From an optimization exercise on the open Yosys and OpenROAD flow, aimed at a short achievable clock period and few clock cycles; shortcuts taken in it are not production practice.
In this exercise RTL edits were held to simulation tests only and were not proved equivalent to the original.
Power and IR drop assume default switching activity.

--- config.mk ---
export PLATFORM = sky130hd
export DESIGN_NAME = simplevm_core
export DESIGN_NICKNAME = simplevm_core
export VERILOG_FILES = /design/flow/design.v
export SDC_FILE = /design/flow/constraint.sdc
export NUM_CORES = 4
export LEC_CHECK = 0
export CAP_MARGIN = 20
export CORE_MARGIN = 2
export CORE_UTILIZATION = 40
export PLACE_DENSITY = 0.6
export SLEW_MARGIN = 20
--- constraint.sdc ---
create_clock -name core_clock -period 10.0 [get_ports {clk}]
set_input_delay 2.0000 -clock core_clock [delete_from_list [all_inputs] [get_ports {clk}]]
set_output_delay 2.0000 -clock core_clock [all_outputs]
set_load 0.01 [all_outputs]
--- design.v ---
module simplevm_core (
    input  wire        clk,
    input  wire        rst,           
    input  wire        start,         
    input  wire [15:0] entry,         
    input  wire        line_valid,    
    input  wire [7:0]  line_len,      
    output wire [7:0]  line_idx,      
    input  wire [15:0] line_char,     
    input  wire        dbg_cont,      
    input  wire        dbg_term,      
    output reg         mem_req,
    output reg         mem_we,
    output reg  [7:0]  mem_addr,
    output reg  [15:0] mem_wdata,
    input  wire        mem_ack,
    input  wire [15:0] mem_rdata,
    output reg         out_valid,
    output reg  [15:0] out_data,
    output wire [2:0]  run_state,
    output wire [3:0]  cause,
    input  wire [3:0]  rd_sel,
    output reg  [15:0] rd_data
);
    localparam RS_READY = 3'd0, RS_RUN = 3'd1, RS_SUSP_IN = 3'd2,
               RS_SUSP_DBG = 3'd3, RS_HALT = 3'd4, RS_FAULT = 3'd5;
    localparam F_EOM = 4'd1, F_INVOP = 4'd2, F_BADREG = 4'd3, F_BADADDR = 4'd4,
               F_OVER = 4'd5, F_UNDER = 4'd6, F_BADINT = 4'd7, F_BADARG = 4'd8,
               F_UNBAL = 4'd9, F_BADCHR = 4'd10;
    localparam OP_BRK = 5'd1, OP_DBG = 5'd2, OP_LOAD = 5'd3, OP_MOV = 5'd4,
               OP_PUSH = 5'd5, OP_POP = 5'd6, OP_ADD = 5'd7, OP_ADDI = 5'd8,
               OP_SUB = 5'd9, OP_SUBI = 5'd10, OP_MUL = 5'd11, OP_MULI = 5'd12,
               OP_INC = 5'd13, OP_DEC = 5'd14, OP_CMP = 5'd15, OP_CLF = 5'd16,
               OP_JMP = 5'd17, OP_JZ = 5'd18, OP_JNZ = 5'd19, OP_JE = 5'd20,
               OP_JNE = 5'd21, OP_CALL = 5'd22, OP_RET = 5'd23, OP_INT = 5'd24;
    localparam REG_AC = 4'd8, REG_SP = 4'd9, REG_FP = 4'd10;
    localparam S_IDLE = 4'd0, S_F0 = 4'd1, S_DEC = 4'd2, S_F1 = 4'd3, S_F2 = 4'd4,
               S_CHK = 4'd5, S_EXEC = 4'd6, S_PUSH = 4'd7, S_POP = 4'd8,
               S_CALL = 4'd9, S_RETN = 4'd10, S_RETR = 4'd11, S_INT0 = 4'd12,
               S_INT1S = 4'd13, S_INT1E = 4'd14, S_INT2W = 4'd15;
    reg [15:0] x [0:10];
    reg [15:0] pc;
    reg        ef, zf, df;
    reg [15:0] fs;
    reg [15:0] cd;
    reg [2:0]  rs;
    reg [3:0]  cause_r;
    reg [15:0] info;
    reg [3:0]  st;
    reg [15:0] ir, w1, w2, npc, fpc;
    reg [15:0] tmp;        
    reg [15:0] ra;         
    reg [15:0] f0;         
    reg [15:0] nargs;      
    reg [7:0]  k;          
    reg [7:0]  cnt;
    assign run_state = rs;
    assign cause     = cause_r;
    assign line_idx  = cnt;
    wire [15:0] sp = x[REG_SP];
    wire [15:0] fp = x[REG_FP];
    wire [4:0] op = ir[4:0];
    wire op_valid = ($signed(ir) >= 1) && ($signed(ir) <= 24);
    reg [1:0] arity;
    reg       r1_is_reg, r2_is_reg;
    always @* begin
        arity = 2'd0; r1_is_reg = 1'b0; r2_is_reg = 1'b0;
        case (op)
            OP_LOAD, OP_ADDI, OP_SUBI, OP_MULI: begin arity = 2'd2; r1_is_reg = 1'b1; end
            OP_MOV, OP_ADD, OP_SUB, OP_MUL, OP_CMP: begin arity = 2'd2; r1_is_reg = 1'b1; r2_is_reg = 1'b1; end
            OP_PUSH, OP_POP, OP_INC, OP_DEC: begin arity = 2'd1; r1_is_reg = 1'b1; end
            OP_JMP, OP_JZ, OP_JNZ, OP_JE, OP_JNE, OP_CALL, OP_INT: arity = 2'd1;
            default: arity = 2'd0;
        endcase
    end
    function bad_reg(input [15:0] w);
        bad_reg = ($signed(w) < 0) || ($signed(w) > 10);
    endfunction
    wire [15:0] xa = x[w1[3:0]];
    wire [15:0] xb = x[w2[3:0]];
    wire        imm_form = (op == OP_ADDI) || (op == OP_SUBI) || (op == OP_MULI);
    wire [15:0] opb = imm_form ? w2 : xb;
    wire signed [17:0] sp_s  = {{2{sp[15]}}, sp};
    wire signed [17:0] f0_s  = {{2{f0[15]}}, f0};
    wire signed [17:0] rdata_s = {{2{mem_rdata[15]}}, mem_rdata};
    wire signed [17:0] ret_sp = f0_s - 18'sd11 - rdata_s;    
    wire [15:0] ap = tmp;
    reg [15:0] call_word;
    always @* begin
        if (cnt < 8)       call_word = x[cnt[3:0]];
        else if (cnt == 8) call_word = npc;
        else               call_word = fs + 16'd9;
    end
    always @* begin
        mem_req = 1'b0; mem_we = 1'b0; mem_addr = 8'd0; mem_wdata = 16'd0;
        case (st)
            S_F0: if ($signed(pc) >= 0 && $signed(pc) < 256) begin
                mem_req = 1'b1; mem_addr = pc[7:0];
            end
            S_F1, S_F2: if ($signed(npc) < 256) begin
                mem_req = 1'b1; mem_addr = npc[7:0];
            end
            S_PUSH: begin
                mem_req = 1'b1; mem_we = 1'b1; mem_addr = sp[7:0]; mem_wdata = xa;
            end
            S_POP: begin
                mem_req = 1'b1; mem_addr = sp[7:0] - 8'd1;
            end
            S_CALL: begin
                mem_req = 1'b1; mem_we = 1'b1; mem_addr = sp[7:0] + cnt; mem_wdata = call_word;
            end
            S_RETN: begin
                mem_req = 1'b1; mem_addr = f0[7:0] - 8'd11;
            end
            S_RETR: begin
                mem_req = 1'b1; mem_addr = f0[7:0] - 8'd1 - cnt;
            end
            S_INT0: begin
                mem_req = 1'b1; mem_addr = sp[7:0];
            end
            S_INT1S, S_INT1E: if ($signed(ap) >= 0 && $signed(ap) < 256) begin
                mem_req = 1'b1; mem_addr = ap[7:0];
            end
            S_INT2W: begin
                mem_req = 1'b1; mem_we = 1'b1; mem_addr = sp[7:0] + cnt;
                mem_wdata = (cnt < k) ? line_char : 16'd0;
            end
            default: ;
        endcase
    end
    always @* begin
        case (rd_sel)
            4'd11:   rd_data = pc;
            4'd12:   rd_data = {13'd0, df, zf, ef};
            4'd13:   rd_data = fs;
            4'd14:   rd_data = cd;
            4'd15:   rd_data = info;
            default: rd_data = x[rd_sel];
        endcase
    end
    integer i;
    always @(posedge clk) begin
        out_valid <= 1'b0;
        if (rst) begin
            for (i = 0; i < 9; i = i + 1) x[i] <= 16'd0;
            x[REG_SP] <= 16'd128;
            x[REG_FP] <= 16'd128;
            pc <= 16'd0;
            ef <= 1'b0; zf <= 1'b0; df <= 1'b0;
            fs <= 16'd0;
            cd <= 16'd0;
            rs <= RS_READY;
            cause_r <= 4'd0;
            info <= 16'd0;
            st <= S_IDLE;
            out_data <= 16'd0;
            cnt <= 8'd0;
        end else begin
            case (st)
                S_IDLE: begin
                    case (rs)
                        RS_READY: if (start) begin
                            pc <= entry;
                            rs <= RS_RUN;
                            st <= S_F0;
                        end
                        RS_SUSP_IN: if (line_valid) begin
                            if ($signed(sp) < 0) begin
                                pc <= fpc;
                                fault(F_BADADDR, sp);
                            end else if (sp_s + $signed({10'd0, line_len}) >= 256) begin
                                pc <= fpc;
                                fault(F_BADADDR, ($signed(sp) > 256) ? sp : 16'd256);
                            end else begin
                                k <= line_len;
                                cnt <= 8'd0;
                                rs <= RS_RUN;
                                st <= S_INT2W;
                            end
                        end
                        RS_SUSP_DBG: begin
                            if (dbg_term) begin
                                rs <= RS_HALT;
                                cause_r <= 4'd1;
                            end else if (dbg_cont) begin
                                rs <= RS_RUN;
                                st <= S_F0;
                            end
                        end
                        default: ;
                    endcase
                end
                S_F0: begin
                    fpc <= pc;
                    if ($signed(pc) >= 256)      fault(F_EOM, pc);
                    else if ($signed(pc) < 0)    fault(F_BADADDR, pc);
                    else if (mem_ack) begin
                        ir  <= mem_rdata;
                        npc <= pc + 16'd1;
                        st  <= S_DEC;
                    end
                end
                S_DEC: begin
                    if (!op_valid)          fault(F_INVOP, ir);
                    else if (arity == 2'd0) st <= S_EXEC;
                    else                    st <= S_F1;
                end
                S_F1: begin
                    if ($signed(npc) >= 256) fault(F_EOM, npc);
                    else if (mem_ack) begin
                        w1  <= mem_rdata;
                        npc <= npc + 16'd1;
                        st  <= (arity == 2'd2) ? S_F2 : S_CHK;
                    end
                end
                S_F2: begin
                    if ($signed(npc) >= 256) fault(F_EOM, npc);
                    else if (mem_ack) begin
                        w2  <= mem_rdata;
                        npc <= npc + 16'd1;
                        st  <= S_CHK;
                    end
                end
                S_CHK: begin
                    if (r1_is_reg && bad_reg(w1))                         fault(F_BADREG, w1);
                    else if (r2_is_reg && bad_reg(w2))                    fault(F_BADREG, w2);
                    else if (op == OP_INT && ($signed(w1) < 0 || $signed(w1) > 2)) fault(F_BADINT, w1);
                    else                                                  st <= S_EXEC;
                end
                S_EXEC: begin
                    case (op)
                        OP_BRK: begin
                            pc <= npc;
                            rs <= RS_HALT;
                            cause_r <= 4'd0;
                            st <= S_IDLE;
                        end
                        OP_DBG: begin
                            pc <= npc;
                            rs <= RS_SUSP_DBG;
                            st <= S_IDLE;
                        end
                        OP_LOAD: begin x[w1[3:0]] <= w2; next_insn(); end
                        OP_MOV:  begin x[w1[3:0]] <= xb; next_insn(); end
                        OP_PUSH: begin
                            if ($signed(sp) >= 256)  fault(F_OVER, sp);
                            else if ($signed(sp) < 0) fault(F_UNDER, sp);
                            else st <= S_PUSH;
                        end
                        OP_POP: begin
                            if (sp_s - 1 < 0)         fault(F_UNDER, sp);
                            else if (sp_s - 1 >= 256) fault(F_OVER, sp);
                            else st <= S_POP;
                        end
                        OP_ADD, OP_ADDI: begin x[REG_AC] <= xa + opb; next_insn(); end
                        OP_SUB, OP_SUBI: begin x[REG_AC] <= xa - opb; next_insn(); end
                        OP_MUL, OP_MULI: begin x[REG_AC] <= xa * opb; next_insn(); end
                        OP_INC: begin x[w1[3:0]] <= xa + 16'd1; next_insn(); end
                        OP_DEC: begin x[w1[3:0]] <= xa - 16'd1; next_insn(); end
                        OP_CMP: begin
                            if (xa == xb)     ef <= 1'b1;
                            if (xb == 16'd0)  zf <= 1'b1;
                            next_insn();
                        end
                        OP_CLF: begin
                            ef <= 1'b0; zf <= 1'b0; df <= 1'b0;
                            next_insn();
                        end
                        OP_JMP: begin pc <= w1; st <= S_F0; end
                        OP_JZ:  begin pc <= zf  ? w1 : npc; st <= S_F0; end
                        OP_JNZ: begin pc <= !zf ? w1 : npc; st <= S_F0; end
                        OP_JE:  begin pc <= ef  ? w1 : npc; st <= S_F0; end
                        OP_JNE: begin pc <= !ef ? w1 : npc; st <= S_F0; end
                        OP_CALL: begin
                            if ($signed(sp) < 0)           fault(F_UNDER, sp);
                            else if ($signed(sp) >= 256)   fault(F_OVER, sp);
                            else if ($signed(sp) > 246)    fault(F_OVER, 16'd256);
                            else begin
                                cnt <= 8'd0;
                                st <= S_CALL;
                            end
                        end
                        OP_RET: begin
                            if (cd == 16'd0)               fault(F_UNBAL, 16'd0);
                            else if ($signed(fp) <= 0)     fault(F_UNDER, fp);
                            else if ($signed(fp) > 256)    fault(F_OVER, fp);
                            else if ($signed(fp) < 11)     fault(F_UNDER, 16'd0);
                            else begin
                                f0 <= fp;
                                st <= S_RETN;
                            end
                        end
                        OP_INT: begin
                            case (w1[1:0])
                                2'd0: begin
                                    if ($signed(sp) < 0 || $signed(sp) >= 256) fault(F_BADADDR, sp);
                                    else st <= S_INT0;
                                end
                                2'd1: begin
                                    tmp <= sp;
                                    st <= S_INT1S;
                                end
                                default: begin
                                    pc <= npc;
                                    rs <= RS_SUSP_IN;
                                    st <= S_IDLE;
                                end
                            endcase
                        end
                        default: fault(F_INVOP, ir);
                    endcase
                end
                S_PUSH: if (mem_ack) begin
                    x[REG_SP] <= sp + 16'd1;
                    fs <= fs + 16'd1;
                    next_insn();
                end
                S_POP: if (mem_ack) begin
                    x[REG_SP] <= sp - 16'd1;
                    fs <= fs - 16'd1;
                    x[w1[3:0]] <= mem_rdata;    
                    next_insn();
                end
                S_CALL: if (mem_ack) begin
                    if (cnt == 8'd9) begin
                        x[REG_SP] <= sp + 16'd10;
                        x[REG_FP] <= sp + 16'd10;
                        fs <= 16'd0;
                        cd <= cd + 16'd1;
                        pc <= w1;
                        st <= S_F0;
                    end else begin
                        cnt <= cnt + 8'd1;
                    end
                end
                S_RETN: if (mem_ack) begin
                    if ($signed(mem_rdata) < 0) fault(F_BADARG, mem_rdata);
                    else if (ret_sp < 0)        fault(F_UNDER, 16'd0);
                    else begin
                        nargs <= mem_rdata;
                        cnt <= 8'd0;
                        st <= S_RETR;
                    end
                end
                S_RETR: if (mem_ack) begin
                    if (cnt == 8'd0)      tmp <= mem_rdata;
                    else if (cnt == 8'd1) ra <= mem_rdata;
                    else                  x[4'd9 - cnt[3:0]] <= mem_rdata;
                    if (cnt == 8'd9) begin
                        fs <= tmp - 16'd10 - nargs;
                        pc <= ra;
                        x[REG_FP] <= f0 - tmp - 16'd1;
                        x[REG_SP] <= f0 - 16'd11 - nargs;
                        cd <= cd - 16'd1;
                        st <= S_F0;
                    end else begin
                        cnt <= cnt + 8'd1;
                    end
                end
                S_INT0: if (mem_ack) begin
                    if ($signed(mem_rdata) < 0) fault(F_BADCHR, mem_rdata);
                    else begin
                        out_valid <= 1'b1;
                        out_data <= mem_rdata;
                        next_insn();
                    end
                end
                S_INT1S: begin
                    if ($signed(ap) < 0 || $signed(ap) >= 256) fault(F_BADADDR, ap);
                    else if (mem_ack) begin
                        if (mem_rdata == 16'd0) begin
                            tmp <= sp;
                            st <= S_INT1E;
                        end else if ($signed(mem_rdata) < 0) begin
                            fault(F_BADCHR, mem_rdata);
                        end else begin
                            tmp <= tmp + 16'd1;
                        end
                    end
                end
                S_INT1E: if (mem_ack) begin
                    out_valid <= 1'b1;
                    if (mem_rdata == 16'd0) begin
                        out_data <= 16'd10;
                        next_insn();
                    end else begin
                        out_data <= mem_rdata;
                        tmp <= tmp + 16'd1;
                    end
                end
                S_INT2W: if (mem_ack) begin
                    if (cnt == k) begin
                        x[REG_SP] <= sp + {8'd0, k} + 16'd1;
                        st <= S_F0;
                    end else begin
                        cnt <= cnt + 8'd1;
                    end
                end
                default: st <= S_IDLE;
            endcase
        end
    end
    task next_insn;
        begin
            pc <= npc;
            st <= S_F0;
        end
    endtask
    task fault(input [3:0] kind, input [15:0] val);
        begin
            rs <= RS_FAULT;
            cause_r <= kind;
            info <= val;
            st <= S_IDLE;
        end
    endtask
endmodule
--- run.sh ---
#!/bin/bash
# synth_recipe.tcl (not shown) runs the flow's synth.tcl, then flattens the netlist and writes it again
# the make line also repeats each setting of config.mk as NAME=value (left out here)
make -C /OpenROAD-flow-scripts/flow DESIGN_CONFIG=/design/flow/config.mk WORK_HOME=/design/flow/orfs CLKGATE_MAP_FILE= SYNTH_SCRIPT=/design/flow/synth_recipe.tcl finish
==> notes.md <==
## synth_stat cells, drive strengths merged, types with 107 or more instances
master / n / area share
o21ai: 246 / 0.027
mux2i: 148 / 0.032
xnor2: 180 / 0.034
clkbuf: 252 / 0.021
mux4: 256 / 0.13
inv: 356 / 0.029
nand3: 107 / 0.012
dfxtp: 118 / 0.051
nand2: 409 / 0.033
a21oi: 302 / 0.033
edfxtp: 408 / 0.27
nor2: 498 / 0.041
ha: 269 / 0.073
## per-layer routing
metal	GRT usage	up-vias	routed length, um
li1	-	17916	-
met1	0.4579	20705	78090
met2	0.4990	3469	84840
met3	0.1241	694	31790
met4	0.2068	8	15630
met5	0	-	40
## how the worst max path moves through the flow
stage          slack [ps]  cells past startpoint                 end
2_1_floorplan        1950                     28  x[8][15]$_DFFE_PP_
3_3_place_gp         1260                     26  x[8][15]$_DFFE_PP_
3_5_place_dp         1140                     26  x[8][15]$_DFFE_PP_
4_1_cts              1140                     26  x[8][15]$_DFFE_PP_
5_1_grt               800                     28  x[8][15]$_DFFE_PP_
6_report             1300                     28  x[8][15]$_DFFE_PP_
## where the power goes
group / internal, mW / leakage (nW) / switching (mW)
Combinational: 1.42 / 13.7 / 2.10
Clock: 1.52 / 1.07 / 1.03
Sequential: 2.51 / 4.87 / 0.212
## cells by family after synthesis
group | after synthesis
and+or+nand+nor | 1430
AOI/OAI and AO/OA | 1111
buffers and inverters | 687
DFF | 526
muxes | 438
adders and majority gates | 360
xor gates and xnor gates | 248
## tightest hold or removal path, stage by stage (launching register included)
cell	delay (ps)
dfxtp_1	300
nand2_1	50
a21oi_1	50
## through the flow
| stage | total power [mW] | cells |
|---|---|---|
| floorplan | 5.026 | 4800 |
| global placement | 6.140 | 6316 |
| detailed placement | 6.156 | 6316 |
| CTS | 8.682 | 6430 |
| global route | 9.150 | 6430 |
| finish | 8.798 | 6433 |
## cell type report
cell class | count | area, um^2
Clock inverter | 39 | 608.1
Tap cell | 1512 | 1892
Inverter | 363 | 1363
Antenna cell | 3 | 7.507
Multi-Input combinational cell | 3587 | 28950
Clock buffer | 75 | 1628
Timing Repair Buffer | 328 | 2810
Fill cell | 10884 | 62450
Sequential cell | 526 | 14630
==> notes.md <==
* Hold Slack at 448.6 ps
* CTS Buffer Depth at 3
* Max VDD drop at 0.0001868 V
* Avg Cell Area, Syn at 9.600 um^2
* Largest net degree at the start of global routing at 72
* Max-cap violations at 0
* Starting Density at 0.4030
* Vias at 42,792
* Min-Delay Endpoint: out_data[14]$_SDFFE_PP0P_
* Worst Skew at 74.28 ps
* Routed wire length at 210,400 um
* Final Setup Violations at 0
* R2R setup slack at 1300 ps
* Cells after synthesis at 4,800
* Most common cell after layout, fill and taps aside: nor2_1
* Max_slew headroom at 0.1659
* Total gr overflow at 0
* Clock root cell: clkbuf_16
* Synth Area in Adders at 0.1126
* Die H at 343.4 um
* Layout Nets at 5,293
* Max reg flops at 256
* Multiplexer share of the synthesized area at 0.1656
* R2r endpoint: x[8][15]$_DFFE_PP_
* Power density over the cells at 169.5 nW/um^2
* Layout Utilization at 0.4538
* Hold_sp: out_data[14]$_SDFFE_PP0P_
* CP delay by family, top: adder cells
* Worst Reg-to-Reg Cells at 28
* Final Max Tran Viols at 0
* Clk Latency, worst-skew pair at 740 ps
* Initial antenna violation count at 8
* Vias in the first global route at 40,280
* Slew @ Worst Pin at 1251 ps
* CP max FO at 32
* Flops & latches, synth at 526
* Simple-gate portion of the synthesized area at 0.1418
* Worst Path Buf+Inv at 7
* Routed length per instance at 32.71 um
* Worst Hold Class: flop to flop
* Row count at 124
* Hold depth at 2
* Asr flop ratio synth at 0
* Clock H-tree levels at 2
* Largest family of logic cells by synthesized area: multiplexers
* CTS Buf Count at 60
* Post-route ant nets at 0
* Clock tree from TritonCTS: done
* Final worst-path cycle share at 0.8698
* Fin. Hold Viols at 0
* Number of flops mapped to enable cells by yosys at 408
* Post-route cell area at 51,890 um^2
* Pre-CTS setup slack at 1139 ps
* DRC errors left at 0
* Slowest cell on the critical path: dfxtp_2
* Vias per cell at 6.652
* Kind of critical path: flop to flop
* Die W at 343.4 um
* CP required at 10,450 ps
* Synth cell types at 87
* Gpl congestion at 1.077
* Core ar. at 114,300 um^2
* CP Launch Type: flop
* DPL Wire Length at 153,300 um
* Drt initial violations at 7,294
* Synth Area in Compound Gates at 0.1580
* # hold bufs at CTS at 0
* Commonest cells after routing, fill and taps aside: nor2_1 (489), nand2_1 (409), edfxtp_1 (408)
* XOR/XNOR Fraction of Synth Area at 0.04747
* Warnings from Yosys at 1
* Fraction of layout cells with a size suffix above 1 at 0.1314
* Worst endpoint data arrival time at 9150 ps
* RSZ-0062 raised after global routing: no
* Overall Global Routing Usage at 0.3506
* Ports at 141
* Synth-to-layout area growth at 12.62%
* Clk sinks at 526
* Number of iterations in the first detailed-routing pass at 9
* # port buffers at 140
* Post-CTS Setup Bufs at 0
* Achievable Freq at 115.0 MHz
* Sequential area share after synthesis at 0.3172
* Post-Syn Area at 46,080 um^2
* Final WS setup at 1302 ps
* Leak at 19.60 nW
* Top_reg_cell synth: edfxtp_1
* CP endpoint kind: flop
* Result of the run: finished clean
* Largest Register: x
* First-pass GRT wire length at 297,200 um
* Syn_nets at 5,227
* Post-DP Area at 49,640 um^2
* Slowest stage delay, CP at 800 ps
* Die area at 117,900 um^2
* Clock slew at reported path FFs at 70 ps
* Setup tns final at 0 ps
* Fin crit period at 8698 ps
* Post-CTS sizing at 0
Testbench counts, summed over its fixed seeds: cycles 132,726.

==> what the ideal ports hide <==
The flow's constraints put no driver on any port. The routed layout listed below was extracted and timed again, unchanged, in two steps. Step 1 sets driving cells, clkbuf_16 on the clock port and buf_2 on the other inputs (assumed; they add their load-dependent delay and slew). Step 2 moves the port delays by t, midway between the first and last clock arrival at a register: inputs arrive t later, outputs are due t later. That takes back most of the time a late clock gives input paths. Three values: ideal, step 1, step 2; two values: the first two.
t (ns): 0.779
setup slack, ns: 1.302 / 1.302 / 1.302
hold WS [ns]: 0.449 / 0.449 / 0.449
worst slew at a driven data input, ns: 0.05
pins driven straight from the clock port: 1
After both steps setup and hold are still met in this run. The setup slack of this run moves by 0.000 ns with the drivers and by 0.000 ns with both steps.
